This design comes from an exercise in tuning for small area, a short achievable clock period and few clock cycles per item on the open sky130 flow, not from production work. At most, simulation tests tie the RTL to the original design; equivalence was not proved. Function not checked in runs 1, 3, 4, 6 and 7: the RTL went through the layout flow alone.

## flow/design.v (module list and top-level ports; edited modules follow where they fit)
// module aes_sbox: 254 lines
// module aes_fwd_tmap: 23 lines
// module aes_inv_sbox: 252 lines
// module aes_inv_tmap: 27 lines
// module sbox_inv16: 9 lines
// module sbox_inv16_b0: 10 lines
// module sbox_inv16_b1: 10 lines
// module sbox_inv16_b2: 10 lines
// module sbox_inv16_b3: 10 lines
// module sb_xor2: 1 lines
// module sb_xnor2: 1 lines
// module sb_nand2: 1 lines
// module sb_nandn: 1 lines
// module sb_nor2: 1 lines
// module sb_inv: 1 lines
// module aes_inv_mix_col: 437 lines
// module cbc_aes_dec: 204 lines
module cbc_aes_dec (
    input  wire         clk,
    input  wire         rst,         
    input  wire         key_load,    
    input  wire [127:0] key_in,
    input  wire         iv_load,     
    input  wire [127:0] iv_in,
    input  wire         blk_valid,   
    input  wire [127:0] blk_in,
    output reg          ready,
    output reg          out_valid,   
    output reg  [127:0] out_data
);
  // ...
==> flow/flow/run.sh <==
#!/bin/bash
export SETUP_SLACK_MARGIN=6.6
bash standard.sh > standard.log 2>&1
==> flow/standard.sh <==
#!/bin/bash
# synth_recipe.tcl (not shown) runs the flow's synth.tcl, then flattens the netlist and writes it again
# the make line also repeats each setting of config.mk as NAME=value (left out here)
make -C /OpenROAD-flow-scripts/flow DESIGN_CONFIG=/design/flow/config.mk WORK_HOME=/design/flow/orfs CLKGATE_MAP_FILE= SYNTH_SCRIPT=/design/flow/synth_recipe.tcl "${@:-finish}"
==> flow/config.mk <==
export PLATFORM = sky130hd
export DESIGN_NAME = cbc_aes_dec
export DESIGN_NICKNAME = cbc_aes_dec
export VERILOG_FILES = /design/flow/design.v
export SDC_FILE = /design/flow/constraint.sdc
export NUM_CORES = 8
export LEC_CHECK = 0
export CAP_MARGIN = 20
export CORE_MARGIN = 2
export CORE_UTILIZATION = 50
export SLEW_MARGIN = 20
export SYNTH_HIERARCHICAL = 1
==> flow/constraint.sdc <==
create_clock -name core_clock -period 10.0 [get_ports {clk}]
set_input_delay 2.0000 -clock core_clock [delete_from_list [all_inputs] [get_ports {clk}]]
set_output_delay 2.0000 -clock core_clock [all_outputs]
set_load 0.01 [all_outputs]
==> run notes, run 1 <==
- Status: no timing/DRC/antenna violations
- Largest net degree at the start of global routing: 131
- Period utilization: 35.5%
- Util after Layout: 59.9%
- Synth Flop Type: dfxtp_1
- Synth Area in Compound Gates: 6.62%
- Post-synth top cells: xor2_1, dfxtp_1, nand2_1
- CTS Sinks: 1,414
- Dpl cells: 10,900
- Synthesized cell area: 81,800 µm²
- Port Buf Inserts: 518
- Crit path arrival time: approximately 4200 ps
- GPL Wtd Cong: around 1
- Met1 usage: about 49%
- CTS tree: yes
- Area leader, netlist: xor2_1
- Min-Delay Path Class: flop to flop
- Worst r2r path cells: 7
- Worst skew pair latency: between 800 and 900 ps
- Total GRT Usage: 35.5%
- Max Transition Viols Final: 0
- TritonCTS buffer count: 154
- Crit path setup slack, layout: 6450 ps
- Hold Path Cell Cnt: 0
- Remaining DRCs: 0
- Critical path depth in cells: 5
- Gr ovfl total: 0
- Sink of the worst hold path: k1[102]
- Mapped Avg Cell Area: around 10 µm²
- Setup TNS Final: 0 ps
- Logic inverters: between 80 and 90
- Area Overhead vs Synth: 19.1%
- Seq area share: 32.2%
- Hold Startpoint: k0[102]
==> module cbc_aes_dec, before the edit <==
module cbc_aes_dec (
    input  wire         clk,
    input  wire         rst,         
    input  wire         key_load,    
    input  wire [127:0] key_in,
    input  wire         iv_load,     
    input  wire [127:0] iv_in,
    input  wire         blk_valid,   
    input  wire [127:0] blk_in,
    output reg          ready,
    output reg          out_valid,   
    output reg  [127:0] out_data
);
    localparam [1:0] S_RUN   = 2'd0,   
                     S_KCHK  = 2'd1,   
                     S_DRAIN = 2'd2,   
                     S_EXP   = 2'd3;   
    reg [1:0]   fsm;
    reg         kvalid;   
    reg         match;    
    reg [127:0] key;      
    reg [127:0] dk;       
    reg [31:0]  dkt;      
    reg [4:0]   ecnt;     
    reg [127:0] civ;      
    reg         ent;      
    reg         a0;       
    reg [3:0]   r0;
    reg [127:0] st0;      
    reg [127:0] k0;       
    reg [31:0]  u0;       
    reg [127:0] iv0;      
    reg         a1;
    reg [3:0]   r1;
    reg [127:0] st1;
    reg [127:0] k1;       
    reg [31:0]  t1;       
    reg [127:0] iv1;
    wire take     = ready && !rst;
    wire take_key = take && key_load;
    wire take_iv  = take && !key_load && iv_load;
    wire take_blk = take && !key_load && !iv_load && blk_valid;
    wire [127:0] isr;
    wire [127:0] isb;
    genvar r, c;
    generate
        for (c = 0; c < 4; c = c + 1) begin : g_col
            for (r = 0; r < 4; r = r + 1) begin : g_row
                assign isr[127 - 8*(r + 4*c) -: 8] = st0[127 - 8*(r + 4*((c + 4 - r) % 4)) -: 8];
                aes_inv_sbox u_sbox (
                    .t(isr[127 - 8*(r + 4*c) -: 8]),
                    .y(isb[127 - 8*(r + 4*c) -: 8])
                );
            end
        end
    endgenerate
    wire [31:0] sw_out;
    aes_sbox u_ks_sbox0 (.t(u0[23:16]), .y(sw_out[31:24]));
    aes_sbox u_ks_sbox1 (.t(u0[15:8]),  .y(sw_out[23:16]));
    aes_sbox u_ks_sbox2 (.t(u0[7:0]),   .y(sw_out[15:8]));
    aes_sbox u_ks_sbox3 (.t(u0[31:24]), .y(sw_out[7:0]));
    wire [127:0] ark = st1 ^ k1;
    wire [127:0] imc;     
    generate
        for (c = 0; c < 4; c = c + 1) begin : g_mix
            aes_inv_mix_col u_mix (
                .col_in (ark[127 - 32*c -: 32]),
                .col_out(imc[127 - 32*c -: 32])
            );
        end
    endgenerate
    function [7:0] rcon_of(input [3:0] i);
        case (i)
            4'd1:    rcon_of = 8'h01;
            4'd2:    rcon_of = 8'h02;
            4'd3:    rcon_of = 8'h04;
            4'd4:    rcon_of = 8'h08;
            4'd5:    rcon_of = 8'h10;
            4'd6:    rcon_of = 8'h20;
            4'd7:    rcon_of = 8'h40;
            4'd8:    rcon_of = 8'h80;
            4'd9:    rcon_of = 8'h1b;
            4'd10:   rcon_of = 8'h36;
            default: rcon_of = 8'h00;
        endcase
    endfunction
    wire [31:0] q0 = k1[127:96], q1 = k1[95:64], q2 = k1[63:32], q3 = k1[31:0];
    wire [127:0] k1_prev = {q0 ^ {rcon_of(r1), 24'h000000} ^ t1, q1 ^ q0, q2 ^ q1, q3 ^ q2};
    wire [31:0]  u1_prev = q3 ^ q1;      
    wire [31:0] d0 = dk[127:96], d1 = dk[95:64], d2 = dk[63:32], d3 = dk[31:0];
    wire [127:0] dk_prev = {d0 ^ 32'h36000000 ^ dkt, d1 ^ d0, d2 ^ d1, d3 ^ d2};
    wire [31:0]  udk     = d3 ^ d1;
    wire [31:0] e0 = d0 ^ {rcon_of(ecnt[4:1]), 24'h000000} ^ t1;
    wire [31:0] e1 = e0 ^ d1;
    wire [31:0] e2 = e1 ^ d2;
    wire [31:0] e3 = e2 ^ d3;
    wire [127:0] blk_x = blk_in ^ dk;
    wire [127:0] blk_t;
    generate
        for (c = 0; c < 16; c = c + 1) begin : g_in
            aes_inv_tmap u_tmap (.a(blk_x[8*c +: 8]), .t(blk_t[8*c +: 8]));
        end
    endgenerate
    wire [31:0] u0_x = (fsm == S_DRAIN && !a0 && !a1) ? key[31:0] :
                       (fsm == S_EXP)   ? (ecnt[0] ? e3 : d3) :
                       ent              ? udk : u1_prev;
    wire [31:0] u0_t;
    generate
        for (c = 0; c < 4; c = c + 1) begin : g_u
            aes_fwd_tmap u_tmap (.a(u0_x[8*c +: 8]), .t(u0_t[8*c +: 8]));
        end
    endgenerate
    always @(posedge clk) begin
        st1 <= isb;
        k1  <= k0;
        t1  <= sw_out;
        iv1 <= iv0;
        if (ent) begin
            st0 <= blk_t;
            k0  <= dk_prev;
            iv0 <= civ;
        end else begin
            st0 <= imc;
            k0  <= k1_prev;
            iv0 <= iv1;
        end
        u0 <= u0_t;
        out_data <= ark ^ iv1;
        if (take_key)
            key <= key_in;
        if (fsm == S_DRAIN)
            dk <= key;           
        else if (fsm == S_EXP && ecnt[0])
            dk <= {e0, e1, e2, e3};
        if (fsm == S_EXP && ecnt == 5'd21)
            dkt <= t1;
    end
    reg  [1:0] fsm_n;
    reg        kvalid_n;
    wire       match_n = kvalid && (key_in == key);
    always @(*) begin
        fsm_n    = fsm;
        kvalid_n = kvalid;
        case (fsm)
            S_RUN: begin
                if (take_key)
                    fsm_n = S_KCHK;
            end
            S_KCHK: begin
                if (!match) begin
                    kvalid_n = 1'b0;
                    fsm_n    = S_DRAIN;
                end else if (take_key) begin
                    fsm_n = S_KCHK;
                end else begin
                    fsm_n = S_RUN;
                end
            end
            S_DRAIN: begin
                if (!a0 && !a1)
                    fsm_n = S_EXP;
            end
            S_EXP: begin
                if (ecnt == 5'd21) begin
                    kvalid_n = 1'b1;
                    fsm_n    = S_RUN;
                end
            end
            default: fsm_n = S_RUN;
        endcase
    end
    wire free1_n = !a0 || (r0 == 4'd0);
    always @(posedge clk) begin
        match <= match_n;
        if (rst) begin
            fsm       <= S_RUN;
            kvalid    <= 1'b0;
            ready     <= 1'b1;
            ent       <= 1'b1;
            a0        <= 1'b0;
            a1        <= 1'b0;
            out_valid <= 1'b0;
            civ       <= 128'd0;
        end else begin
            fsm       <= fsm_n;
            kvalid    <= kvalid_n;
            ready     <= ((fsm_n == S_RUN) || ((fsm_n == S_KCHK) && match_n)) && free1_n;
            ent       <= free1_n;
            a1        <= a0;
            r1        <= r0;
            a0        <= take_blk || (a1 && (r1 != 4'd0));
            r0        <= take_blk ? 4'd9 : r1 - 4'd1;
            out_valid <= a1 && (r1 == 4'd0);
            if (take_iv)
                civ <= iv_in;
            else if (take_blk)
                civ <= blk_in;
            if (fsm == S_DRAIN)
                ecnt <= 5'd2;
            else
                ecnt <= ecnt + 5'd1;
        end
    end
endmodule
==> run 2, diff against run 1 <==
--- a/flow/design.v
+++ b/flow/design.v
@@ -1066,7 +1066,6 @@
     reg [1:0]   fsm;
     reg         kvalid;   
     reg         match;    
-    reg [127:0] key;      
     reg [127:0] dk;       
     reg [31:0]  dkt;      
     reg [4:0]   ecnt;     
@@ -1076,12 +1075,14 @@
     reg [3:0]   r0;
     reg [127:0] st0;      
     reg [127:0] k0;       
+    reg         kok0;
     reg [31:0]  u0;       
     reg [127:0] iv0;      
     reg         a1;
     reg [3:0]   r1;
     reg [127:0] st1;
     reg [127:0] k1;       
+    reg         kok1;
     reg [31:0]  t1;       
     reg [127:0] iv1;
     wire take     = ready && !rst;
@@ -1118,19 +1119,10 @@
         end
     endgenerate
     function [7:0] rcon_of(input [3:0] i);
-        case (i)
-            4'd1:    rcon_of = 8'h01;
-            4'd2:    rcon_of = 8'h02;
-            4'd3:    rcon_of = 8'h04;
-            4'd4:    rcon_of = 8'h08;
-            4'd5:    rcon_of = 8'h10;
-            4'd6:    rcon_of = 8'h20;
-            4'd7:    rcon_of = 8'h40;
-            4'd8:    rcon_of = 8'h80;
-            4'd9:    rcon_of = 8'h1b;
-            4'd10:   rcon_of = 8'h36;
-            default: rcon_of = 8'h00;
-        endcase
+        rcon_of = {i == 4'd8, i == 4'd7, i == 4'd6 || i == 4'd10,
+                   i == 4'd5 || i == 4'd9 || i == 4'd10, i == 4'd4 || i == 4'd9,
+                   i == 4'd3 || i == 4'd10, i == 4'd2 || i == 4'd9 || i == 4'd10,
+                   i == 4'd1 || i == 4'd9};
     endfunction
     wire [31:0] q0 = k1[127:96], q1 = k1[95:64], q2 = k1[63:32], q3 = k1[31:0];
     wire [127:0] k1_prev = {q0 ^ {rcon_of(r1), 24'h000000} ^ t1, q1 ^ q0, q2 ^ q1, q3 ^ q2};
@@ -1149,7 +1141,7 @@
             aes_inv_tmap u_tmap (.a(blk_x[8*c +: 8]), .t(blk_t[8*c +: 8]));
         end
     endgenerate
-    wire [31:0] u0_x = (fsm == S_DRAIN && !a0 && !a1) ? key[31:0] :
+    wire [31:0] u0_x = (fsm == S_DRAIN && !a0 && !a1) ? d3 :
                        (fsm == S_EXP)   ? (ecnt[0] ? e3 : d3) :
                        ent              ? udk : u1_prev;
     wire [31:0] u0_t;
@@ -1164,8 +1156,8 @@
         t1  <= sw_out;
         iv1 <= iv0;
         if (ent) begin
-            st0 <= blk_t;
-            k0  <= dk_prev;
+            st0 <= take_key ? key_in : blk_t;
+            k0  <= take_blk ? dk_prev : k1;
             iv0 <= civ;
         end else begin
             st0 <= imc;
@@ -1174,10 +1166,8 @@
         end
         u0 <= u0_t;
         out_data <= ark ^ iv1;
-        if (take_key)
-            key <= key_in;
-        if (fsm == S_DRAIN)
-            dk <= key;           
+        if (fsm == S_KCHK && !match)
+            dk <= st0;           
         else if (fsm == S_EXP && ecnt[0])
             dk <= {e0, e1, e2, e3};
         if (fsm == S_EXP && ecnt == 5'd21)
@@ -1185,7 +1175,7 @@
     end
     reg  [1:0] fsm_n;
     reg        kvalid_n;
-    wire       match_n = kvalid && (key_in == key);
+    wire       match_n = kvalid && kok1 && (key_in == k1);
     always @(*) begin
         fsm_n    = fsm;
         kvalid_n = kvalid;
@@ -1227,6 +1217,8 @@
             ent       <= 1'b1;
             a0        <= 1'b0;
             a1        <= 1'b0;
+            kok0      <= 1'b0;
+            kok1      <= 1'b0;
             out_valid <= 1'b0;
             civ       <= 128'd0;
         end else begin
@@ -1236,6 +1228,8 @@
             ent       <= free1_n;
             a1        <= a0;
             r1        <= r0;
+            kok1      <= kok0 && !(fsm == S_KCHK && !match);
+            kok0      <= (take_blk || kok1) && !(fsm == S_KCHK && !match);
             a0        <= take_blk || (a1 && (r1 != 4'd0));
             r0        <= take_blk ? 4'd9 : r1 - 4'd1;
             out_valid <= a1 && (r1 == 4'd0);
==> flow/flow/run.sh (replaced) <==
#!/bin/bash
# The standard layout (the standard.sh, unchanged synthesis), with
#  - the port buffers made with the smallest buffer cell (every port still gets one).
export SETUP_SLACK_MARGIN=6.6
export BUFFER_PORTS_ARGS="-buffer_cell sky130_fd_sc_hd__buf_1"
bash standard.sh > standard.log 2>&1
==> run notes, run 2 <==
- Status: no timing/DRC/antenna violations
- Flop2flop setup slack: around 6500 ps
- Initial Util: between 50 and 60%
- Gr ovfl total: 0 (unchanged)
- Initial antenna violation count: 24
- Final Hold Viols: 0
- Synthesized cell area: 79,800 µm² (-2.4%)
- Routed length per instance: 28.4 µm
- Final setup viols: 0
- Most common cell in the netlist: xor2_1
- H-tree depth reported by CTS: 4
- Max_slew headroom: between 10% and 20%
- Period utilization: 35.8% (+0.32 points)
- Worst r2r path cells: 8 (+1)
- TritonCTS buffer count: 145 (-5.8%)
- Fill cells: 14,200
- Asr flop ratio synth: 0%
- Minimum clock period: around 3600 ps
- Crit path arrival time: 4330 ps (+120 ps)
- FF-to-FF Start: k1[57]
- Drt total wl: ~330,000 µm
- Worst-path clk slew: 60 ps
- Max Transition Viols Final: 0 (unchanged)
- Cell variety after synth: 66
- Num rows: 146
- Root Driver: clkbuf_16
- GPL Wtd Cong: 1.05 (+6.2%)
- Boundary Pins: 519
- DR vias: approximately 66,000
- Crit-path max FO: 2
- Post-synth EDFFs: 173
- Dpl cells: 11,200 (+2.2%)
- Antenna viol nets, final: 0
- CTS Hold Bufs: 0
- Clock Skew: a little over 50 ps
- Post-synth top cells: xor2_1, nand2_1, dfxtp_1
- Core area: 159,000 µm²
- Die Ht: 404 µm
- Largest net degree at the start of global routing: 86 (-34%)
- Worst skew pair latency: 830 ps (+20 ps)
- Full die area: 163,000 µm²
- WS Path Type: primary input to flop
- Seq/Total Area, Yosys: 34.1%
- Min-Delay Path Class: flop to flop
- Non-filler instance count after layout: 11,500
- Yosys reg bits: 1,272
- Leading post-synthesis cells by cell area: xor2_1, dfxtp_1, edfxtp_1, nand2_1, xnor2_1
- Maximum clock rate: approximately 280 MHz
- WP data required: 10,750 ps
- R2r endpoint: st0[52]
- Area Overhead vs Synth: 15.6%
- Number of global-route vias before repair: 61,200
- RSZ-0062 raised after global routing: yes
- Synth Flop Type: dfxtp_1
- Mapped Nets: 9,232
- Synth Instances: 8,837
- Chip width: ~400 µm
- First-pass GRT wire length: between 400,000 and 500,000 µm
- Crit path from: key_in[75]
- Remaining DRCs: 0 (unchanged)
- Worst Setup End Kind: flop
- Port Buf Inserts: 518 (unchanged)
- Max Buffers Root-to-Sink: 3
- DR vias/cell: 5.68
- DP HPWL: 247,000 µm
- Mapped Avg Cell Area: 9.03 µm² (-8.0%)
- Most frequent cells in the layout: xor2_1, nand2_1, dfxtp_1, nor2_1, buf_1
- Setup TNS Final: 0 ps (unchanged)
- CTS tree: yes
- Share of cells above drive strength 1: about a tenth
- Total Nets Final: 9,718
- Worst Setup EP: ready
- Max Cap Viol: 0
- Total GRT Usage: 38.7% (+3.2 points)
- CTS Sinks: 1,272 (-10%)
- Worst-Margin Slew: between 1000 and 1500 ps
- Area leader, netlist: xor2_1
- Most common cell after layout, fill and taps aside: xor2_1
- YS warnings: 7
- Type of origin of the critical path: primary input
- Drt pass-1 iters: 10
- Starting DRT DRC Count: 8,089
- Top cell type's share of synthesized area: 35.4%
-- run 2: cell count changes in the layout (fill, tap and decap cells not counted), sizes merged, moves of 99 or more --
| cell | delta |
|---|---|
| xor2 | -133 |
| o211ai | +104 |
| o21ai | -119 |
| o22ai | -130 |
| xnor2 | +99 |
| a21oi | -151 |
| a222oi | +127 |
| clkdlybuf4s50 | -383 |
| edfxtp | -128 |
| nand2 | +324 |
| buf | +528 |
| a31oi | +145 |
| nor2 | +280 |
| mux2 | -129 |
-- run 2: timing repair --
action / CTS / global route
cloned: 8 / 3
resized for setup: 241 / 163
pin swaps: 7 / 24
buffers inserted: 11 / 32
endpoints found under the setup margin: 575 / 432
-- run 2: metal layers --
layer | up-vias | GRT usage (%) | routed length (µm)
met5 | - | 0 | 72
met4 | 10 | 20.3 | 19900
met3 | 708 | 9.22 | 33200
met2 | 3305 | 58.3 | 141000
met1 | 32000 | 51.2 | 133000
li1 | 29500 | - | -
-- run 2: kinds of logic (layout without fill, tap and decap cells) --
family,Yosys count,after routing,synth area share [%]
adders and majority gates,6,6,0.0940
muxes,149,149,2.10
other,0,16,0
and+or+nand+nor,2274,2278,12.2
xor gates and xnor gates,3725,3727,40.9
AOI/OAI and AO/OA,908,908,8.00
DFF,1272,1272,34.1
buffers and inverters,503,1105,2.59
-- run 2: worst min-delay path by stage --
| stage | startpoint | cells past startpoint | to | slack [ps] |
|---|---|---|---|---|
| final | k0[43] | 0 | k1[43] | 300 |
| after global placement | k0[89] | 0 | k1[89] | 310 |
| after detailed placement | iv0[20] | 0 | iv1[20] | 310 |
| after floorplan | iv0[0] | 0 | iv1[0] | 310 |
| after CTS | k0[43] | 0 | k1[43] | 310 |
| after global routing | k0[106] | 0 | k1[106] | 320 |
-- run 2: cell type report --
type | count | area, µm² | share of cell area [%]
Clock inverter | 73 | 970 | 1.05
Timing Repair Buffer | 765 | 4180 | 4.53
Antenna cell | 16 | 40.0 | 0.0434
Sequential cell | 1272 | 27300 | 29.6
Clock buffer | 196 | 4120 | 4.46
Tap cell | 2072 | 2590 | 2.81
Multi-Input combinational cell | 7068 | 52800 | 57.2
Inverter | 71 | 275 | 0.298
-- run 2: metrics by stage --
stage / instance area [µm²] / util (%) / hold slack, ps / setup slack [ps]
after global routing: 92300 / 58.2 / 319 / 6480
after global placement: 84300 / 53.1 / 310 / 4760
final: 92300 / 58.2 / 304 / 6420
after floorplan: 79900 / - / 310 / 6520
after CTS: 91000 / 57.4 / 308 / 6480
after detailed placement: 84300 / 53.1 / 312 / 4700
-- run 2: per-module statistics from Yosys, one instance, submodules excluded, a selection --
module	flip-flops and latches	area [µm²]	times used
sbox_inv16_b0	0	40.0	20
sb_nor2	0	3.75	80
sb_nand2	0	3.75	740
sb_inv	0	3.75	16
sbox_inv16_b3	0	38.8	20
sb_nandn	0	6.26	140
sbox_inv16_b1	0	33.8	20
aes_inv_tmap	0	7.51	16
cbc_aes_dec	1272	48500	1
sb_xnor2	0	8.76	128
sbox_inv16_b2	0	41.3	20
-- run 2: critical path, cell delays in order --
cell	delay, ps
buf_1	420
xor2_1	160
nor4_1	750
nand3_1	130
or4_4	490
nor4_4	200
o31a_1	170
Testbench counts of run 2, summed over its fixed seeds: cycles 25,049, blocks 2,457.
==> run 3, diff against run 2 <==
--- a/flow/design.v
+++ b/flow/design.v
@@ -1188,8 +1188,6 @@
                 if (!match) begin
                     kvalid_n = 1'b0;
                     fsm_n    = S_DRAIN;
-                end else if (take_key) begin
-                    fsm_n = S_KCHK;
                 end else begin
                     fsm_n = S_RUN;
                 end
@@ -1224,7 +1222,7 @@
         end else begin
             fsm       <= fsm_n;
             kvalid    <= kvalid_n;
-            ready     <= ((fsm_n == S_RUN) || ((fsm_n == S_KCHK) && match_n)) && free1_n;
+            ready     <= (fsm_n == S_RUN) && free1_n;
             ent       <= free1_n;
             a1        <= a0;
             r1        <= r0;
==> run notes, run 3 <==
- WS Path Type: flop to flop
- Hold Path Cell Cnt: 0 (unchanged)
- Multi-input gate area in the final layout: 52,700 µm² (-0.18%)
- Chip width: 404 µm (+0.17%)
- Setup TNS Final: 0 ps (unchanged)
- Worst Setup EP: u0[23]
- Worst-path clk slew: 60 ps (about the same)
- Cell variety after synth: 74 (+12%)
- Mapped Avg Cell Area: 9.20 µm² (+1.9%)
- First-pass GRT wire length: 444,000 µm (-2.0%)
- Port Buf Inserts: 518 (unchanged)
- YS warnings: 7 (unchanged)
- CTS Sinks: 1,272 (unchanged)
- Root Driver: clkbuf_16
- RSZ-0062 raised after global routing: yes
- DR vias/cell: 5.68 (about the same)
- Status: no timing/DRC/antenna violations
- Max_slew headroom: 26.5% (+9.5 points)
- Most common cell after layout, fill and taps aside: xor2_1
- Yosys reg bits: 1,272 (unchanged)
- Flop2flop setup slack: 6440 ps (-80 ps)
- Worst-Margin Slew: 1100 ps (-129 ps)
- Type of origin of the critical path: flop
- Worst r2r path cells: 6 (-2)
- Antenna viol nets, final: 0 (unchanged)
- Total Nets Final: 9,547 (-1.8%)
- Max Transition Viols Final: 0 (unchanged)
- Minimum clock period: 3560 ps (-24.1 ps)
- Seq/Total Area, Yosys: 33.9% (-0.12 points)
- Period utilization: 35.6% (-0.24 points)
- Synth Instances: 8,705 (-1.5%)
- Post-synth top cells: xor2_1, dfxtp_1, nand2_1
- R2r endpoint: u0[23]
- Drt pass-1 iters: 10 (unchanged)
- CTS Hold Bufs: 0 (unchanged)
- Num rows: 146 (unchanged)
- Gr ovfl total: 0 (unchanged)
- Crit-path max FO: 4 (+2)
- Asr flop ratio synth: 0% (unchanged)
- Util after Layout: 57.5% (-0.70 points)
- CTS tree: yes
- Synth Flop Type: dfxtp_1
- Top cell type's share of synthesized area: 34.7% (-0.75 points)
- Boundary Pins: 519 (unchanged)
- Max Cap Viol: 0 (unchanged)
- WP data required: 10,650 ps (-100 ps)
- Mapped Nets: 9,100 (-1.4%)
- FF-to-FF Start: dk[117]
- Final setup viols: 0 (unchanged)
- Die Ht: 404 µm (+0.17%)
- DR vias: 64,400 (-1.7%)
- Routed length per instance: 28.4 µm (about the same)
- Post-synth EDFFs: 173 (unchanged)
- Clock Skew: 39.0 ps (-11.8 ps)
- Starting DRT DRC Count: 7,774 (-3.9%)
- Register area: 27,300 µm² (about the same)
- Final Hold Viols: 0 (unchanged)
- Remaining DRCs: 0 (unchanged)
- Leading post-synthesis cells by cell area: xor2_1, dfxtp_1, edfxtp_1, xnor2_1, nand2_1
- Most common cell in the netlist: xor2_1
- Area leader, netlist: xor2_1
- Crit path from: dk[117]
- Drt total wl: 322,000 µm (-1.7%)
- Worst Setup End Kind: flop
- Initial Util: 50.5% (+0.11 points)
- GPL Wtd Cong: 1.07 (+1.2%)
- Number of global-route vias before repair: 59,800 (-2.2%)
- Share of cells above drive strength 1: 9.50% (-1.0 points)
- Total GRT Usage: 37.8% (-0.85 points)
- Max Buffers Root-to-Sink: 3 (unchanged)
- H-tree depth reported by CTS: 4 (unchanged)
- Full die area: 163,000 µm² (+0.33%)
- Initial antenna violation count: 17 (-29%)
- Maximum clock rate: 281 MHz (+0.68%)
- Largest net degree at the start of global routing: 170 (+98%)
- Fill cells: 14,400 (+1.4%)
- DP HPWL: 245,000 µm (-0.82%)
- Synthesized cell area: 80,100 µm² (+0.34%)
- TritonCTS buffer count: 144 (-0.69%)
- Area Overhead vs Synth: 13.9%
- Core area: 159,000 µm² (+0.12%)
- Worst skew pair latency: 840 ps (about the same)
- Crit path arrival time: 4210 ps (-120 ps)
- Min-Delay Path Class: flop to flop
- Most frequent cells in the layout: xor2_1, nand2_1, dfxtp_1, nor2_1, xnor2_1
run 3: cell types whose count changed after synthesis, sizes merged, moves of 17 or more:
cell / delta
xnor2: +47
nand2: -272
o21ai: -35
a211oi: -17
xor2: -58
nor2: +18
buf: +73
mux2i: +110
a31oi: -127
clkbuf: -83
a21oi: +135
run 3: worst min path at each step:
stage	end	start	slack (ps)
floorplan	iv1[0]	iv0[0]	310
global placement	iv1[114]	iv0[114]	310
detailed placement	iv1[107]	iv0[107]	310
CTS	k1[87]	k0[87]	320
global route	iv1[6]	iv0[6]	320
finish	k1[78]	k0[78]	320
run 3: kinds of logic (layout without fill, tap and decap cells):
family	after synthesis	after routing	synth area share, %
other	0	5	0
adders and majority gates	6	6	0.0937
xor gates and xnor gates	3714	3720	40.7
AOI/OAI and AO/OA	909	909	7.89
muxes	262	262	3.51
DFF	1272	1272	33.9
buffers and inverters	498	1048	2.67
and+or+nand+nor	2044	2048	11.2
run 3: critical path, cell delays in order, from the launching register on:
cell and delay, ps:
edfxtp_1 590, xor2_1 260, xnor2_1 710, xor2_1 640, a22oi_1 200, o22a_1 390
xor2_1 580
run 3: final cells by class:
class,instances,share of cell area [%]
antenna,5,0.0137
clock buffer,193,4.42
clock inverter,66,0.802
inverter,76,0.313
multi-input combinational,6945,57.8
sequential,1272,29.9
tap,2072,2.84
timing repair buffer,713,3.97
run 3: timing repair:
action	CTS	global route
setup buffers	9	16
pin swaps	4	19
resized for setup	208	125
endpoints found under the setup margin	607	446
cloned	4	8
run 3: per-stage QoR:
| stage | hold slack (ps) | cell area, µm² | std cells | worst slack, ps |
|---|---|---|---|---|
| after floorplan | 310 | 80100 | 8705 | 6700 |
| after global placement | 310 | 84200 | 11000 | 4730 |
| after detailed placement | 312 | 84200 | 11000 | 4680 |
| after CTS | 320 | 90400 | 11300 | 6600 |
| after global routing | 320 | 91300 | 11300 | 6580 |
| final | 317 | 91300 | 11300 | 6440 |
run 3: Yosys stat by module (local to each module, per instance), a selection:
module / area, µm² / cells inside / flops+latches / copies in the design
cbc_aes_dec: 48800 / 4521 / 1272 / 1
sb_nand2: 3.75 / 1 / 0 / 740
sb_nor2: 3.75 / 1 / 0 / 80
sb_xnor2: 8.76 / 1 / 0 / 128
sb_xor2: 8.76 / 1 / 0 / 2624
sbox_inv16_b0: 40.0 / 7 / 0 / 20
sbox_inv16_b3: 38.8 / 5 / 0 / 20
run 3: layer usage:
| layer | wire length, µm | GRT usage (%) |
|---|---|---|
| met2 | 138000 | 56.1 |
| met1 | 134000 | 50.4 |
| met5 | 49 | 0 |
| met3 | 28100 | 7.52 |
| met4 | 22300 | 23.2 |
==> run 4, diff against run 3 <==
--- a/flow/config.mk
+++ b/flow/config.mk
@@ -8,5 +8,7 @@
 export CAP_MARGIN = 20
 export CORE_MARGIN = 2
 export CORE_UTILIZATION = 50
+export CTS_CLUSTER_DIAMETER = 80
+export CTS_CLUSTER_SIZE = 24
 export SLEW_MARGIN = 20
 export SYNTH_HIERARCHICAL = 1
==> run notes, run 4 <==
- WP buf/inv: 2 (+2)
- Initial antenna violation count: 19 (+2)
- Mapped Avg Cell Area: 9.20 µm² (unchanged)
- Final Hold Viols: 0 (unchanged)
- Drt pass-1 iters: 10 (unchanged)
- Drt total wl: 319,000 µm (-0.75%)
- Crit path from: fsm[0]
- Multi-input gate area in the final layout: 52,800 µm² (about the same)
- Setup TNS Final: 0 ps (unchanged)
- Total GRT Usage: 37.6% (-0.21 points)
- Synthesized cell area: 80,100 µm² (unchanged)
- Min-Delay Path Class: flop to flop
- Placed Area: 84,200 µm² (unchanged)
- Synth Flop Type: dfxtp_1
- Max Cap Viol: 0 (unchanged)
- Maximum clock rate: 288 MHz (+2.3%)
- DR vias/cell: 5.67 (about the same)
- WS Path Type: flop to flop
- Cell family with most CP delay: XOR/XNOR gates
- Design area: 89,800 µm² (-1.6%)
- Status: no timing/DRC/antenna violations
- Share of cells above drive strength 1: 8.92% (-0.58 points)
- TritonCTS buffer count: 90 (-38%)
- Area leader, netlist: xor2_1
- Gr ovfl total: 0 (unchanged)
- Most common cell in the netlist: xor2_1
- Top cell type's share of synthesized area: 34.7% (unchanged)
- Post-synth EDFFs: 173 (unchanged)
- Type of origin of the critical path: flop
- Register area: 27,300 µm² (about the same)
- Remaining DRCs: 0 (unchanged)
- Leading post-synthesis cells by cell area: xor2_1, dfxtp_1, edfxtp_1, xnor2_1, nand2_1
- Worst r2r path cells: 9 (+3)
- CTS Sinks: 1,272 (unchanged)
- Mapped Nets: 9,100 (unchanged)
- RSZ-0062 raised after global routing: yes
- Util after Layout: 56.6% (-0.92 points)
- Critical path depth in cells: 9 (+3)
- Crit path arrival time: 4120 ps (-90 ps)
- Crit-path max FO: 7 (+3)
- Max Transition Viols Final: 0 (unchanged)
- Flop2flop setup slack: 6520 ps (+80 ps)
- Slowest CP cell: nor2_1
- Num rows: 146 (unchanged)
- Boundary Pins: 519 (unchanged)
- H-tree depth reported by CTS: 3 (-1)
- Area Overhead vs Synth: 12.1%
- R2r endpoint: u0[16]
- Cell variety after synth: 74 (unchanged)
- DP HPWL: 245,000 µm (unchanged)
- Number of global-route vias before repair: 59,200 (-1.1%)
- Most frequent cells in the layout: xor2_1, nand2_1, dfxtp_1, nor2_1, xnor2_1
- Seq/Total Area, Yosys: 33.9% (unchanged)
- WP data required: 10,640 ps (about the same)
- Chip width: 404 µm (unchanged)
- Die Ht: 404 µm (unchanged)
- Initial Util: 50.5% (unchanged)
- DR vias: 63,800 (-0.94%)
- Worst path cell trace: nand2b_1 -> nor3_4 -> buf_4 -> nor2_1 -> buf_4 -> o22a_1 -> xor2_1 -> xor2_4 -> xor2_2
- Fill cells: 14,500 (+0.67%)
- First-pass GRT wire length: 441,000 µm (-0.48%)
- Antenna viol nets, final: 0 (unchanged)
- Port Buf Inserts: 518 (unchanged)
- Asr flop ratio synth: 0% (unchanged)
- Worst Setup End Kind: flop
- FF-to-FF Start: fsm[0]
- Worst skew pair latency: 790 ps (-50 ps)
- Total Nets Final: 9,490 (-0.60%)
- Minimum clock period: 3480 ps (-80.9 ps)
- Most common cell after layout, fill and taps aside: xor2_1
- Worst-Margin Slew: 1100 ps (-6.45 ps)
- Core area: 159,000 µm² (unchanged)
- Synth Instances: 8,705 (unchanged)
- Largest net degree at the start of global routing: 170 (unchanged)
- Yosys reg bits: 1,272 (unchanged)
- Max Buffers Root-to-Sink: 3 (unchanged)
- Hold slack final: 320 ps (+2.49 ps)
- Critical Path Max Stage Delay: 770 ps (+60 ps)
- Post-synth top cells: xor2_1, dfxtp_1, nand2_1
- YS warnings: 7 (unchanged)
- Worst-path clk slew: 110 ps (+50 ps)
- Clock Skew: 45.3 ps (+6.25 ps)
- Final setup viols: 0 (unchanged)
- Worst Setup EP: u0[16]
- Root Driver: clkbuf_16
- Max_slew headroom: 26.7% (+0.18 points)
- Full die area: 163,000 µm² (unchanged)
- GPL Wtd Cong: 1.07 (unchanged)
- Most numerous cell on the critical path: buf_4
- Period utilization: 34.8% (-0.81 points)
- Routed length per instance: 28.4 µm (+0.11%)
- CTS tree: yes
- Starting DRT DRC Count: 7,552 (-2.9%)
-- run 4: changes by cell type in the layout (fill, tap and decap cells not counted), sizes merged, moves of 3 or more --
cell | before | now
bufinv | 7 | 1
clkbuf | 195 | 108
buf | 711 | 708
clkinv | 43 | 26
inv | 90 | 107
-- run 4: per-stage QoR --
stage / setup slack (ps) / instances
after floorplan: 6700 / 8705
after global placement: 4730 / 11000
after detailed placement: 4680 / 11000
after CTS: 6600 / 11200
after global routing: 6510 / 11200
final: 6520 / 11200
-- run 4: what timing repair did --
item,CTS,global route
resized for setup,212,127
hold buffers,0,0
pin swaps,5,14
endpoints found under the setup margin,617,433
setup buffers,11,12
cloned,5,6
-- run 4: layer usage --
layer  wire length [µm]  track usage (%)
met5                 34                0
met4              22300             22.6
met3              26800             6.71
met2             137000             56.3
met1             133000             50.4
-- run 4: worst min path at each step --
stage                     depth (start not counted)        to      from  slack, ps
after floorplan                                   0    iv1[0]    iv0[0]        310
after global placement                            0  iv1[114]  iv0[114]        310
after detailed placement                          0  iv1[107]  iv0[107]        310
after CTS                                         0     k1[2]     k0[2]        310
after global routing                              0    k1[50]    k0[50]        310
final                                             0    k1[17]    k0[17]        320
-- run 4: worst reg2reg max path: stages, from the launching register on --
cell and delay [ps]:
dfxtp_1 440, nand2b_1 240, nor3_4 50, buf_4 140, nor2_1 770, buf_4 340, o22a_1 210, xor2_1 400
xor2_4 370, xor2_2 390
-- run 4: kinds of logic (layout without fill, tap and decap cells) --
family	count (synthesis)	after routing	share of synthesized area, %
XOR/XNOR	3714	3719	40.7
AND/OR/NAND/NOR	2044	2048	11.2
flip-flops	1272	1272	33.9
AO/OA/AOI/OAI	909	909	7.89
buffers and inverters	498	952	2.67
multiplexers	262	262	3.51
adder cells (fa/ha/maj)	6	6	0.0937
other	0	5	0
-- run 4: final cells by class --
type / count / area share [%]
Antenna cell: 5 / 0.0139
Clock buffer: 106 / 2.66
Clock inverter: 59 / 0.995
Inverter: 76 / 0.318
Multi-Input combinational cell: 6944 / 58.7
Sequential cell: 1272 / 30.4
Tap cell: 2072 / 2.89
Timing Repair Buffer: 711 / 4.01
-- run 4: modules after synthesis, one instance, submodules excluded, a selection --
module	flops+latches	area, µm²
cbc_aes_dec	1272	48800
sbox_inv16_b2	0	41.3
sbox_inv16_b0	0	40.0
sbox_inv16_b3	0	38.8
sb_xnor2	0	8.76
sb_nor2	0	3.75
sb_nand2	0	3.75
==> run 5, diff against run 4 <==
--- a/flow/design.v
+++ b/flow/design.v
@@ -1188,6 +1188,8 @@
                 if (!match) begin
                     kvalid_n = 1'b0;
                     fsm_n    = S_DRAIN;
+                end else if (take_key) begin
+                    fsm_n = S_KCHK;
                 end else begin
                     fsm_n = S_RUN;
                 end
@@ -1222,7 +1224,7 @@
         end else begin
             fsm       <= fsm_n;
             kvalid    <= kvalid_n;
-            ready     <= (fsm_n == S_RUN) && free1_n;
+            ready     <= ((fsm_n == S_RUN) || ((fsm_n == S_KCHK) && match_n)) && free1_n;
             ent       <= free1_n;
             a1        <= a0;
             r1        <= r0;
==> flow/flow/run.sh (replaced) <==
#!/bin/bash
export SETUP_SLACK_MARGIN=6.6
bash standard.sh > standard.log 2>&1
--- a/flow/config.mk
+++ b/flow/config.mk
@@ -8,7 +8,5 @@
 export CAP_MARGIN = 20
 export CORE_MARGIN = 2
 export CORE_UTILIZATION = 50
-export CTS_CLUSTER_DIAMETER = 80
-export CTS_CLUSTER_SIZE = 24
 export SLEW_MARGIN = 20
 export SYNTH_HIERARCHICAL = 1
==> run notes, run 5 <==
- Boundary Pins: 519 (unchanged)
- Multi-input gate area in the final layout: 53,100 µm² (+0.55%)
- Share of cells above drive strength 1: 11.2% (+2.3 points)
- Clock Skew: 23.7 ps (-21.6 ps)
- Full die area: 163,000 µm² (-0.33%)
- Mapped Nets: 9,232 (+1.5%)
- Fill cells: 14,000 (-3.7%)
- Worst-Margin Slew: 1170 ps (+71.0 ps)
- Worst-path clk slew: 60 ps (-50 ps)
- WP data required: 10,720 ps (+80 ps)
- Gr ovfl total: 0 (unchanged)
- Maximum clock rate: 283 MHz (-1.6%)
- WP buf/inv: 1 (-1)
- Sink of the worst hold path: k1[126]
- Most frequent cells in the layout: xor2_1, nand2_1, dfxtp_1, nor2_1, xnor2_1
- Area Overhead vs Synth: 19.4%
- Top cell type's share of synthesized area: 35.4% (+0.75 points)
- Starting DRT DRC Count: 7,993 (+5.8%)
- Worst Setup End Kind: flop
- Period utilization: 35.4% (+0.58 points)
- Crit path arrival time: 4260 ps (+140 ps)
- DP HPWL: 249,000 µm (+1.6%)
- Minimum clock period: 3540 ps (+58.1 ps)
- Worst path cell trace: dlygate4sd2_1 -> xor2_1 -> nor4_2 -> nand4_1 -> or4_4 -> nor4_4 -> o31a_1
- Largest net degree at the start of global routing: 129 (-24%)
- TritonCTS buffer count: 144 (+60%)
- Worst r2r path cells: 8 (-1)
- CTS Sinks: 1,272 (unchanged)
- R2r endpoint: st0[24]
- YS warnings: 7 (unchanged)
- Max Transition Viols Final: 0 (unchanged)
- Synthesized cell area: 79,800 µm² (-0.34%)
- Port Buf Inserts: 518 (unchanged)
- First-pass GRT wire length: 458,000 µm (+3.7%)
- Post-synth EDFFs: 173 (unchanged)
- Area leader, netlist: xor2_1
- Most common cell after layout, fill and taps aside: xor2_1
- Final setup viols: 0 (unchanged)
- Hold slack final: 313 ps (-6.33 ps)
- Routed length per instance: 28.7 µm (+1.1%)
- Cell family with most CP delay: simple AND/OR/NAND/NOR gates
- CTS Hold Bufs: 0 (unchanged)
- FF-to-FF Start: k1[29]
- Max_slew headroom: 21.6% (-5.0 points)
- Final Hold Viols: 0 (unchanged)
- Register area: 27,300 µm² (about the same)
- Cell variety after synth: 66 (-11%)
- Critical Path Max Stage Delay: 560 ps (-210 ps)
- Seq/Total Area, Yosys: 34.1% (+0.12 points)
- RSZ-0062 raised after global routing: yes
- Worst skew pair latency: 800 ps (about the same)
- Util after Layout: 60.1% (+3.5 points)
- Status: no timing/DRC/antenna violations
- Type of origin of the critical path: primary input
- Number of global-route vias before repair: 61,900 (+4.6%)
- Num rows: 146 (unchanged)
- Drt pass-1 iters: 9 (-1)
- Setup TNS Final: 0 ps (unchanged)
- Core area: 159,000 µm² (-0.12%)
- Yosys reg bits: 1,272 (unchanged)
- Post-synth top cells: xor2_1, nand2_1, dfxtp_1
- Leading post-synthesis cells by cell area: xor2_1, dfxtp_1, edfxtp_1, nand2_1, xnor2_1
- WS Path Type: primary input to flop
- Slowest CP cell: or4_4
- Crit-path max FO: 2 (-5)
- Total GRT Usage: 39.1% (+1.5 points)
- Antenna viol nets, final: 0 (unchanged)
- Initial Util: 50.4% (-0.11 points)
- DR vias/cell: 5.69 (+0.32%)
- Most common cell in the netlist: xor2_1
- Synth Instances: 8,837 (+1.5%)
- Die Ht: 404 µm (-0.17%)
- CTS tree: yes
- Max Buffers Root-to-Sink: 3 (unchanged)
- Remaining DRCs: 0 (unchanged)
- Root Driver: clkbuf_16
- Min-Delay Path Class: flop to flop
- Initial antenna violation count: 9 (-10)
- Crit path setup slack, layout: 6460 ps (-58.1 ps)
- Setup WS pre-CTS: 4840 ps (+163 ps)
- Flop2flop setup slack: 6570 ps (+50 ps)
- Chip width: 404 µm (-0.17%)
- Hold Startpoint: k0[126]
- Max Cap Viol: 0 (unchanged)
- Mapped Avg Cell Area: 9.03 µm² (-1.8%)
- H-tree depth reported by CTS: 4 (+1)
- Hold Path Cell Cnt: 0 (unchanged)
- Synth Flop Type: dfxtp_1
- Total Nets Final: 9,703 (+2.2%)
- Drt total wl: 330,000 µm (+3.3%)
- Asr flop ratio synth: 0% (unchanged)
- DR vias: 65,400 (+2.6%)
- GPL Wtd Cong: 1.07 (+0.25%)
## run 5: changes by cell type in the layout (fill, tap and decap cells not counted), sizes merged, moves of 47 or more
cell,delta
a21oi,-135
a31oi,+127
buf,-468
clkbuf,+113
clkdlybuf4s15,+107
clkdlybuf4s50,+286
dlygate4sd2,+104
mux2i,-110
nand2,+272
xnor2,-47
xor2,+55
## run 5: timing repair
item / 4_1_cts / 5_1_grt
setup endpoints to repair: 676 / 298
gates cloned: 7 / 3
setup buffers: 11 / 12
gates resized for setup: 682 / 165
pin swaps: 28 / 13
## run 5: worst max-delay path by stage
stage | from | cells after the start | end | slack (ps)
after global placement | rst | 7 | st0[30] | 4910
after detailed placement | rst | 7 | st0[43] | 4840
after global routing | key_in[127] | 7 | ready | 6530
after CTS | rst | 7 | st0[25] | 6510
after floorplan | key_in[46] | 6 | ready | 6520
final | key_in[2] | 7 | ready | 6460
## run 5: final cells by class
type | count | share of cell area [%]
multi-input combinational | 7066 | 55.6
sequential | 1272 | 28.6
timing repair buffer | 753 | 7.52
clock buffer | 211 | 4.49
tap | 2072 | 2.72
clock inverter | 54 | 0.720
inverter | 71 | 0.286
antenna | 1 | 0.00262
## run 5: kinds of logic after synthesis
kind of cell | share of synthesized area [%]
AOI/OAI and AO/OA | 8.00
adders and majority gates | 0.0940
xor gates and xnor gates | 40.9
DFF | 34.1
and+or+nand+nor | 12.2
muxes | 2.10
buffers and inverters | 2.59
## run 5: per-module statistics from Yosys (local to each module, per instance), a selection
module	cells	times used	flip-flops and latches	area, µm²
sbox_inv16_b2	5	20	0	41.3
sbox_inv16_b0	7	20	0	40.0
sb_nandn	1	140	0	6.26
sbox_inv16_b3	5	20	0	38.8
aes_inv_tmap	1	16	0	7.51
sb_nand2	1	740	0	3.75
sb_xor2	1	2624	0	8.76
cbc_aes_dec	4653	1	1272	48500
sbox_inv16_b1	5	20	0	33.8
sb_nor2	1	80	0	3.75
sb_inv	1	16	0	3.75
sb_xnor2	1	128	0	8.76
## run 5: routing by layer
layer	vias up	global-route usage [%]	share of wire [%]
met5	-	0.476	0.055
met3	675	8.00	9.5
met1	32000	52.3	41
met4	14	19.5	5.8
li1	29400	-	-
met2	3306	59.8	43
## run 5: per-stage QoR
stage          instance area [µm²]  std cells
3_5_place_dp                 87600      11200
3_3_place_gp                 87600      11200
5_1_grt                      95300      11500
6_report                     95300      11500
4_1_cts                      94500      11500
2_1_floorplan                79900       8837
Testbench counts of run 5, summed over its fixed seeds: cycles 25,049, blocks 2,457.
==> run 6, diff against run 5 <==
--- a/flow/design.v
+++ b/flow/design.v
@@ -1068,7 +1068,8 @@
     reg         match;    
     reg [127:0] dk;       
     reg [31:0]  dkt;      
-    reg [4:0]   ecnt;     
+    reg [3:0]   estep;    
+    reg [1:0]   ephase;   
     reg [127:0] civ;      
     reg         ent;      
     reg         a0;       
@@ -1130,7 +1131,7 @@
     wire [31:0] d0 = dk[127:96], d1 = dk[95:64], d2 = dk[63:32], d3 = dk[31:0];
     wire [127:0] dk_prev = {d0 ^ 32'h36000000 ^ dkt, d1 ^ d0, d2 ^ d1, d3 ^ d2};
     wire [31:0]  udk     = d3 ^ d1;
-    wire [31:0] e0 = d0 ^ {rcon_of(ecnt[4:1]), 24'h000000} ^ t1;
+    wire [31:0] e0 = d0 ^ {rcon_of(estep), 24'h000000} ^ t1;
     wire [31:0] e1 = e0 ^ d1;
     wire [31:0] e2 = e1 ^ d2;
     wire [31:0] e3 = e2 ^ d3;
@@ -1142,7 +1143,7 @@
         end
     endgenerate
     wire [31:0] u0_x = (fsm == S_DRAIN && !a0 && !a1) ? d3 :
-                       (fsm == S_EXP)   ? (ecnt[0] ? e3 : d3) :
+                       (fsm == S_EXP)   ? d3 :
                        ent              ? udk : u1_prev;
     wire [31:0] u0_t;
     generate
@@ -1168,9 +1169,9 @@
         out_data <= ark ^ iv1;
         if (fsm == S_KCHK && !match)
             dk <= st0;           
-        else if (fsm == S_EXP && ecnt[0])
+        else if (fsm == S_EXP && ephase == 2'd1)
             dk <= {e0, e1, e2, e3};
-        if (fsm == S_EXP && ecnt == 5'd21)
+        if (fsm == S_EXP && ephase == 2'd1 && estep == 4'd10)
             dkt <= t1;
     end
     reg  [1:0] fsm_n;
@@ -1188,8 +1189,6 @@
                 if (!match) begin
                     kvalid_n = 1'b0;
                     fsm_n    = S_DRAIN;
-                end else if (take_key) begin
-                    fsm_n = S_KCHK;
                 end else begin
                     fsm_n = S_RUN;
                 end
@@ -1199,7 +1198,7 @@
                     fsm_n = S_EXP;
             end
             S_EXP: begin
-                if (ecnt == 5'd21) begin
+                if (ephase == 2'd1 && estep == 4'd10) begin
                     kvalid_n = 1'b1;
                     fsm_n    = S_RUN;
                 end
@@ -1224,7 +1223,7 @@
         end else begin
             fsm       <= fsm_n;
             kvalid    <= kvalid_n;
-            ready     <= ((fsm_n == S_RUN) || ((fsm_n == S_KCHK) && match_n)) && free1_n;
+            ready     <= (fsm_n == S_RUN) && free1_n;
             ent       <= free1_n;
             a1        <= a0;
             r1        <= r0;
@@ -1237,10 +1236,14 @@
                 civ <= iv_in;
             else if (take_blk)
                 civ <= blk_in;
-            if (fsm == S_DRAIN)
-                ecnt <= 5'd2;
-            else
-                ecnt <= ecnt + 5'd1;
+            if (fsm == S_DRAIN) begin
+                estep  <= 4'd1;
+                ephase <= 2'd0;
+            end else begin
+                ephase <= (ephase == 2'd2) ? 2'd0 : ephase + 2'd1;
+                if (ephase == 2'd1)
+                    estep <= estep + 4'd1;
+            end
         end
     end
 endmodule
==> flow/flow/run.sh (replaced) <==
#!/bin/bash
# The standard layout (the standard.sh, unchanged synthesis), with
#  - the port buffers made with the smallest buffer cell (every port still gets one).
export SETUP_SLACK_MARGIN=6.6
export BUFFER_PORTS_ARGS="-buffer_cell sky130_fd_sc_hd__buf_1"
bash standard.sh > standard.log 2>&1
==> run notes, run 6 <==
- Area Overhead vs Synth: 14.6%
- Antenna viol nets, final: 0 (unchanged)
- Synth Instances: 8,589 (-2.8%)
- Hold Path Cell Cnt: 0 (unchanged)
- Worst-path clk slew: 60 ps (about the same)
- Worst Setup End Kind: flop
- Starting DRT DRC Count: 7,647 (-4.3%)
- Remaining DRCs: 0 (unchanged)
- CTS Sinks: 1,273 (+0.079%)
- Clock Skew: 43.2 ps (+19.5 ps)
- Post-synth top cells: xor2_1, dfxtp_1, nand2_1
- Setup TNS Final: 0 ps (unchanged)
- Total Nets Final: 9,446 (-2.6%)
- Synthesized cell area: 79,400 µm² (-0.50%)
- Max Buffers Root-to-Sink: 3 (unchanged)
- Leading post-synthesis cells by cell area: xor2_1, dfxtp_1, edfxtp_1, xnor2_1, nand2_1
- WP data required: 10,670 ps (-50 ps)
- Largest net degree at the start of global routing: 154 (+19%)
- Drt total wl: 311,000 µm (-5.9%)
- DP HPWL: 236,000 µm (-5.2%)
- First-pass GRT wire length: 432,000 µm (-5.6%)
- Core area: 158,000 µm² (-0.35%)
- Max_slew headroom: 11.0% (-11 points)
- DR vias/cell: 5.67 (-0.41%)
- Crit path arrival time: 4110 ps (-150 ps)
- Area leader, netlist: xor2_1
- Chip width: 403 µm (-0.25%)
- Synth Flop Type: dfxtp_1
- Status: no timing/DRC/antenna violations
- Period utilization: 34.4% (-0.98 points)
- H-tree depth reported by CTS: 4 (unchanged)
- Most common cell in the netlist: xor2_1
- Most common cell after layout, fill and taps aside: xor2_1
- Full die area: 162,000 µm² (-0.50%)
- Seq/Total Area, Yosys: 34.3% (+0.21 points)
- Worst-Margin Slew: 1320 ps (+158 ps)
- Drt pass-1 iters: 9 (unchanged)
- Total GRT Usage: 36.8% (-2.3 points)
- Top cell type's share of synthesized area: 35.0% (-0.46 points)
- Die Ht: 403 µm (-0.25%)
- WS Path Type: flop to flop
- Mapped Nets: 8,989 (-2.6%)
- Worst r2r path cells: 8 (unchanged)
- Minimum clock period: 3440 ps (-97.8 ps)
- DR vias: 63,700 (-2.6%)
- Final Hold Viols: 0 (unchanged)
- Cell variety after synth: 64 (-3.0%)
- Gr ovfl total: 0 (unchanged)
- Mapped Avg Cell Area: 9.25 µm² (+2.4%)
- TritonCTS buffer count: 144 (unchanged)
- Min-Delay Path Class: flop to flop
- Worst skew pair latency: 820 ps (+20 ps)
- GPL Wtd Cong: 1.04 (-2.8%)
- Type of origin of the critical path: flop
- Boundary Pins: 519 (unchanged)
- RSZ-0062 raised after global routing: yes
- YS warnings: 7 (unchanged)
- Post-synth EDFFs: 174 (+0.58%)
- Initial antenna violation count: 18 (+9)
- CTS tree: yes
- Number of global-route vias before repair: 59,700 (-3.6%)
- Most frequent cells in the layout: xor2_1, nand2_1, dfxtp_1, buf_1, xnor2_1
- Max Transition Viols Final: 0 (unchanged)
- Asr flop ratio synth: 0% (unchanged)
- Port Buf Inserts: 518 (unchanged)
- Routed length per instance: 27.6 µm (-3.7%)
- CTS Hold Bufs: 0 (unchanged)
- Share of cells above drive strength 1: 9.58% (-1.6 points)
- Max Cap Viol: 0 (unchanged)
- Root Driver: clkbuf_16
- Yosys reg bits: 1,273 (+0.079%)
- Num rows: 146 (unchanged)
- Final setup viols: 0 (unchanged)
- Hold slack final: 313 ps (-0.453 ps)
- Crit-path max FO: 5 (+3)
- Initial Util: 50.3% (-0.079 points)
- Maximum clock rate: 291 MHz (+2.8%)
run 6: path summary, 6_finish.rpt:
check	start	to	slack, ps
max	k1[29]	st0[4]	6560
min	k0[99]	k1[99]	310
max reg2reg	k1[29]	st0[4]	6560
min reg2reg	k0[99]	k1[99]	310
run 6: per-stage QoR:
step | area, µm² | setup WS, ps | instances | util, %
after floorplan | 79400 | 6640 | 8589 | -
after global placement | 83400 | 4600 | 10900 | 52.8
after detailed placement | 83400 | 4480 | 10900 | 52.8
after CTS | 90000 | 6520 | 11200 | 57.0
after global routing | 91100 | 6550 | 11200 | 57.6
final | 91100 | 6560 | 11200 | 57.6
run 6: per-module statistics from Yosys (local to each module, per instance), excerpt:
module         flip-flops and latches  cells inside  cell area, µm²  times used
sb_nandn                            0             1            6.26         140
aes_inv_tmap                        0             1            7.51          16
sb_nor2                             0             1            3.75          80
sbox_inv16_b3                       0             5            38.8          20
sb_inv                              0             1            3.75          16
sb_nand2                            0             1            3.75         740
sbox_inv16_b2                       0             5            41.3          20
sb_xnor2                            0             1            8.76         128
run 6: layer usage:
| metal | part of all wire (%) | GRT usage [%] |
|---|---|---|
| met2 | 43 | 55.7 |
| met3 | 9.4 | 7.17 |
| met1 | 42 | 50.0 |
| met5 | 0.030 | 0 |
| met4 | 5.7 | 18.3 |
run 6: cells by family after synthesis:
group | after synthesis | share of synthesized area, %
compound gates | 921 | 7.71
buf+inv | 457 | 2.54
fa+ha+maj | 11 | 0.173
flops | 1273 | 34.3
mux | 261 | 3.52
simple gates | 1982 | 11.0
xor+xnor | 3684 | 40.8
run 6: layout make-up:
type,instances,area [µm²]
Fill cell,14200,66900
Multi-Input combinational cell,6863,52200
Sequential cell,1273,27300
Clock buffer,193,4140
Timing Repair Buffer,686,3690
Tap cell,2072,2590
Clock inverter,74,797
Inverter,78,297
Antenna cell,8,20.0
run 6: critical path: stages, from the launching register on:
cell	delay, ps
dfxtp_1	700
xor2_2	620
xor2_2	430
xor2_2	410
xor2_1	220
xor2_1	300
xnor2_1	110
nor2_1	450
a21oi_1	80
run 6: repair_timing:
item	4_1_cts	5_1_grt
gates resized for setup	218	145
gates cloned	9	6
pin swaps	2	21
setup buffers	9	12
endpoints found under the setup margin	550	316
==> run 7, diff against run 6 <==
--- a/flow/config.mk
+++ b/flow/config.mk
@@ -8,5 +8,7 @@
 export CAP_MARGIN = 20
 export CORE_MARGIN = 2
 export CORE_UTILIZATION = 50
+export CTS_CLUSTER_DIAMETER = 80
+export CTS_CLUSTER_SIZE = 24
 export SLEW_MARGIN = 20
 export SYNTH_HIERARCHICAL = 1
==> run notes, run 7 <==
- First-pass GRT wire length: 431,000 µm (-0.38%)
- YS warnings: 7 (unchanged)
- Status: no timing/DRC/antenna violations
- Full die area: 162,000 µm² (unchanged)
- Area leader, netlist: xor2_1
- Leading post-synthesis cells by cell area: xor2_1, dfxtp_1, edfxtp_1, xnor2_1, nand2_1
- Most common cell after layout, fill and taps aside: xor2_1
- Core area: 158,000 µm² (unchanged)
- Synth Instances: 8,589 (unchanged)
- Minimum clock period: 3440 ps (+6.08 ps)
- Synth Flop Type: dfxtp_1
- Dpl cells: 10,900 (unchanged)
- Asr flop ratio synth: 0% (unchanged)
- Starting DRT DRC Count: 7,665 (+0.24%)
- Remaining DRCs: 0 (unchanged)
- Util after Layout: 56.6% (-1.1 points)
- Final Hold Viols: 0 (unchanged)
- WS Path Type: primary input to flop
- Period utilization: 34.4% (+0.061 points)
- Synthesized cell area: 79,400 µm² (unchanged)
- Area Overhead vs Synth: 12.5%
- Number of global-route vias before repair: 59,200 (-0.80%)
- Type of origin of the critical path: primary input
- Total GRT Usage: 36.7% (-0.14 points)
- DR vias: 63,300 (-0.69%)
- Initial Util: 50.3% (unchanged)
- Antenna viol nets, final: 0 (unchanged)
- TritonCTS buffer count: 89 (-38%)
- CTS Sinks: 1,273 (unchanged)
- Most frequent cells in the layout: xor2_1, nand2_1, dfxtp_1, buf_1, xnor2_1
- Worst Setup End Kind: flop
- Mapped Nets: 8,989 (unchanged)
- Hold slack final: 289 ps (-24.0 ps)
- Crit path arrival time: 4120 ps (about the same)
- Maximum clock rate: 290 MHz (-0.18%)
- Port Buf Inserts: 518 (unchanged)
- WP data required: 10,670 ps (about the same)
- Drt pass-1 iters: 9 (unchanged)
- Share of cells above drive strength 1: 8.77% (-0.81 points)
- Drt total wl: 310,000 µm (-0.29%)
- Seq/Total Area, Yosys: 34.3% (unchanged)
- Worst skew pair latency: 770 ps (-50 ps)
- Chip width: 403 µm (unchanged)
- Boundary Pins: 519 (unchanged)
- Clock Skew: 52.1 ps (+8.95 ps)
- Max Buffers Root-to-Sink: 3 (unchanged)
- Min-Delay Path Class: flop to flop
- Max Transition Viols Final: 0 (unchanged)
- DR vias/cell: 5.68 (+0.27%)
- Setup WS pre-CTS: 4480 ps (unchanged)
- Setup TNS Final: 0 ps (unchanged)
- H-tree depth reported by CTS: 3 (-1)
- Die Ht: 403 µm (unchanged)
- Yosys reg bits: 1,273 (unchanged)
- Final setup viols: 0 (unchanged)
- Post-synth EDFFs: 174 (unchanged)
- Max Cap Viol: 0 (unchanged)
- Gr ovfl total: 0 (unchanged)
- Routed length per instance: 27.8 µm (+0.68%)
- GPL Wtd Cong: 1.04 (unchanged)
- Crit path setup slack, layout: 6560 ps (-6.08 ps)
- Mapped Avg Cell Area: 9.25 µm² (unchanged)
- Worst-Margin Slew: 1290 ps (-32.3 ps)
- CTS tree: yes
- Total Nets Final: 9,391 (-0.58%)
- Largest net degree at the start of global routing: 154 (unchanged)
- Crit-path max FO: 2 (-3)
- Num rows: 146 (unchanged)
- DP HPWL: 236,000 µm (unchanged)
- Top cell type's share of synthesized area: 35.0% (unchanged)
- Cell variety after synth: 64 (unchanged)
- Most common cell in the netlist: xor2_1
- Fill cells: 14,300 (+0.97%)
- RSZ-0062 raised after global routing: yes
- Max_slew headroom: 13.2% (+2.2 points)
- Non-filler instance count after layout: 11,100 (-0.96%)
- Root Driver: clkbuf_16
- Worst-path clk slew: 90 ps (+30 ps)
- Initial antenna violation count: 17 (-1)
- Post-synth top cells: xor2_1, dfxtp_1, nand2_1
==> run 7: cell counts after synthesis <==
Identical to the previous run, type by type.
==> run 7: per-layer routing <==
metal  track usage, %  part of all wire [%]  up-vias
li1                 -                     -    28500
met5                0                 0.041        -
met3             6.90                   9.3      602
met4             18.2                   5.7       18
met2             55.8                    43     3015
met1             49.7                    42    31100
==> run 7: final cells by class <==
| type | instances | area [µm²] | share of cell area [%] |
|---|---|---|---|
| multi-input cells | 6863 | 52300 | 58.5 |
| inverters | 78 | 293 | 0.328 |
| well taps | 2072 | 2590 | 2.90 |
| repair buffers | 686 | 3740 | 4.18 |
| flip-flops and latches | 1273 | 27300 | 30.5 |
| clock inverters | 63 | 833 | 0.932 |
| clock buffers | 101 | 2330 | 2.61 |
| diodes | 3 | 7.51 | 0.00840 |
==> run 7: cell families (layout without fill, tap and decap cells) <==
logic type               after synthesis  in the layout  synth area share, %
AND/OR/NAND/NOR                     1982           1983                 11.0
XOR/XNOR                            3684           3687                 40.8
flip-flops                          1273           1273                 34.3
buffers and inverters                457            928                 2.54
AO/OA/AOI/OAI                        921            921                 7.71
adder cells (fa/ha/maj)               11             11                0.173
other                                  0              3                    0
multiplexers                         261            261                 3.52
==> run 7: worst max-delay path, cell delays in order <==
cell     delay (ps)
buf_1           230
xnor2_1         710
nand4_1         430
nor4_2          310
nand4_1         150
nor4_2          270
==> run 7: worst paths after layout <==
path	cells past startpoint	endpoint	slack [ps]	startpoint
worst max register to register	7	u0[16]	6580	fsm[0]
worst min-delay path	0	iv1[41]	290	iv0[41]
worst max-delay path	6	match	6560	key_in[41]
worst min register to register	0	iv1[41]	290	iv0[41]
==> run 7: repair_timing <==
item	CTS	global route
pin swaps	3	21
endpoints found under the setup margin	556	386
endpoints found under the hold margin	0	0
hold buffers	0	0
gates resized for setup	230	141
cloned	10	6
buffers inserted	7	13
==> run 7: metrics by stage <==
stage               area [µm²]
floorplan                79400
global placement         83400
detailed placement       83400
CTS                      88300
global route             89400
finish                   89400
==> run 7: per-module statistics from Yosys (local to each module, per instance), a selection <==
module	flip-flops and latches	cells inside	cell area (µm²)	times used
sb_nand2	0	1	3.75	740
sbox_inv16_b2	0	5	41.3	20
cbc_aes_dec	1273	4405	48100	1
sb_inv	0	1	3.75	16
sbox_inv16_b0	0	7	40.0	20
sb_nor2	0	1	3.75	80
sb_xor2	0	1	8.76	2624
sbox_inv16_b3	0	5	38.8	20
aes_inv_tmap	0	1	7.51	16
sb_xnor2	0	1	8.76	128

==> what the ideal ports hide <==
Ports are ideal in the flow. The routed layouts listed here were re-timed in OpenROAD. Step 1 (the two cells are an assumption about what drives the block):
set clk [get_ports {clk}]
set_driving_cell -lib_cell sky130_fd_sc_hd__clkbuf_16 $clk
set_driving_cell -lib_cell sky130_fd_sc_hd__buf_2 [delete_from_list [all_inputs] $clk]
Step 2 adds t to the input delays and takes it off the output delays; t is the mean of the earliest and latest rising clock arrival at the registers after step 1. Input paths then give back, and output paths get back, about the clock's delay inside the block. Slacks: ideal / step 1 / step 2; pairs: ideal / step 1.
| run | shift t [ns] | setup slack, ns | worst setup path after step 2 | worst data-port slew with drivers (ns) |
|---|---|---|---|---|
| run 1 | 0.871 | 6.448 / 6.496 / 5.625 | input to register | 0.20 |
| run 2 | 0.885 | 6.417 / 6.350 / 5.465 | input to register | 0.23 |
| run 3 | 0.897 | 6.441 / 6.441 / 5.788 | input to register | 0.25 |
| run 4 | 0.851 | 6.522 / 6.522 / 5.851 | input to register | 0.25 |
| run 5 | 0.881 | 6.464 / 6.534 / 5.653 | input to register | 0.07 |
| run 6 | 0.874 | 6.562 / 6.559 / 5.786 | input to register | 0.14 |
| run 7 | 0.825 | 6.555 / 6.581 / 5.788 | input to register | 0.14 |
After both steps setup and hold are still met in every run listed. For run 2, which loses most, drivers alone change the setup slack by -0.067 ns; drivers and shift together by -0.952 ns.
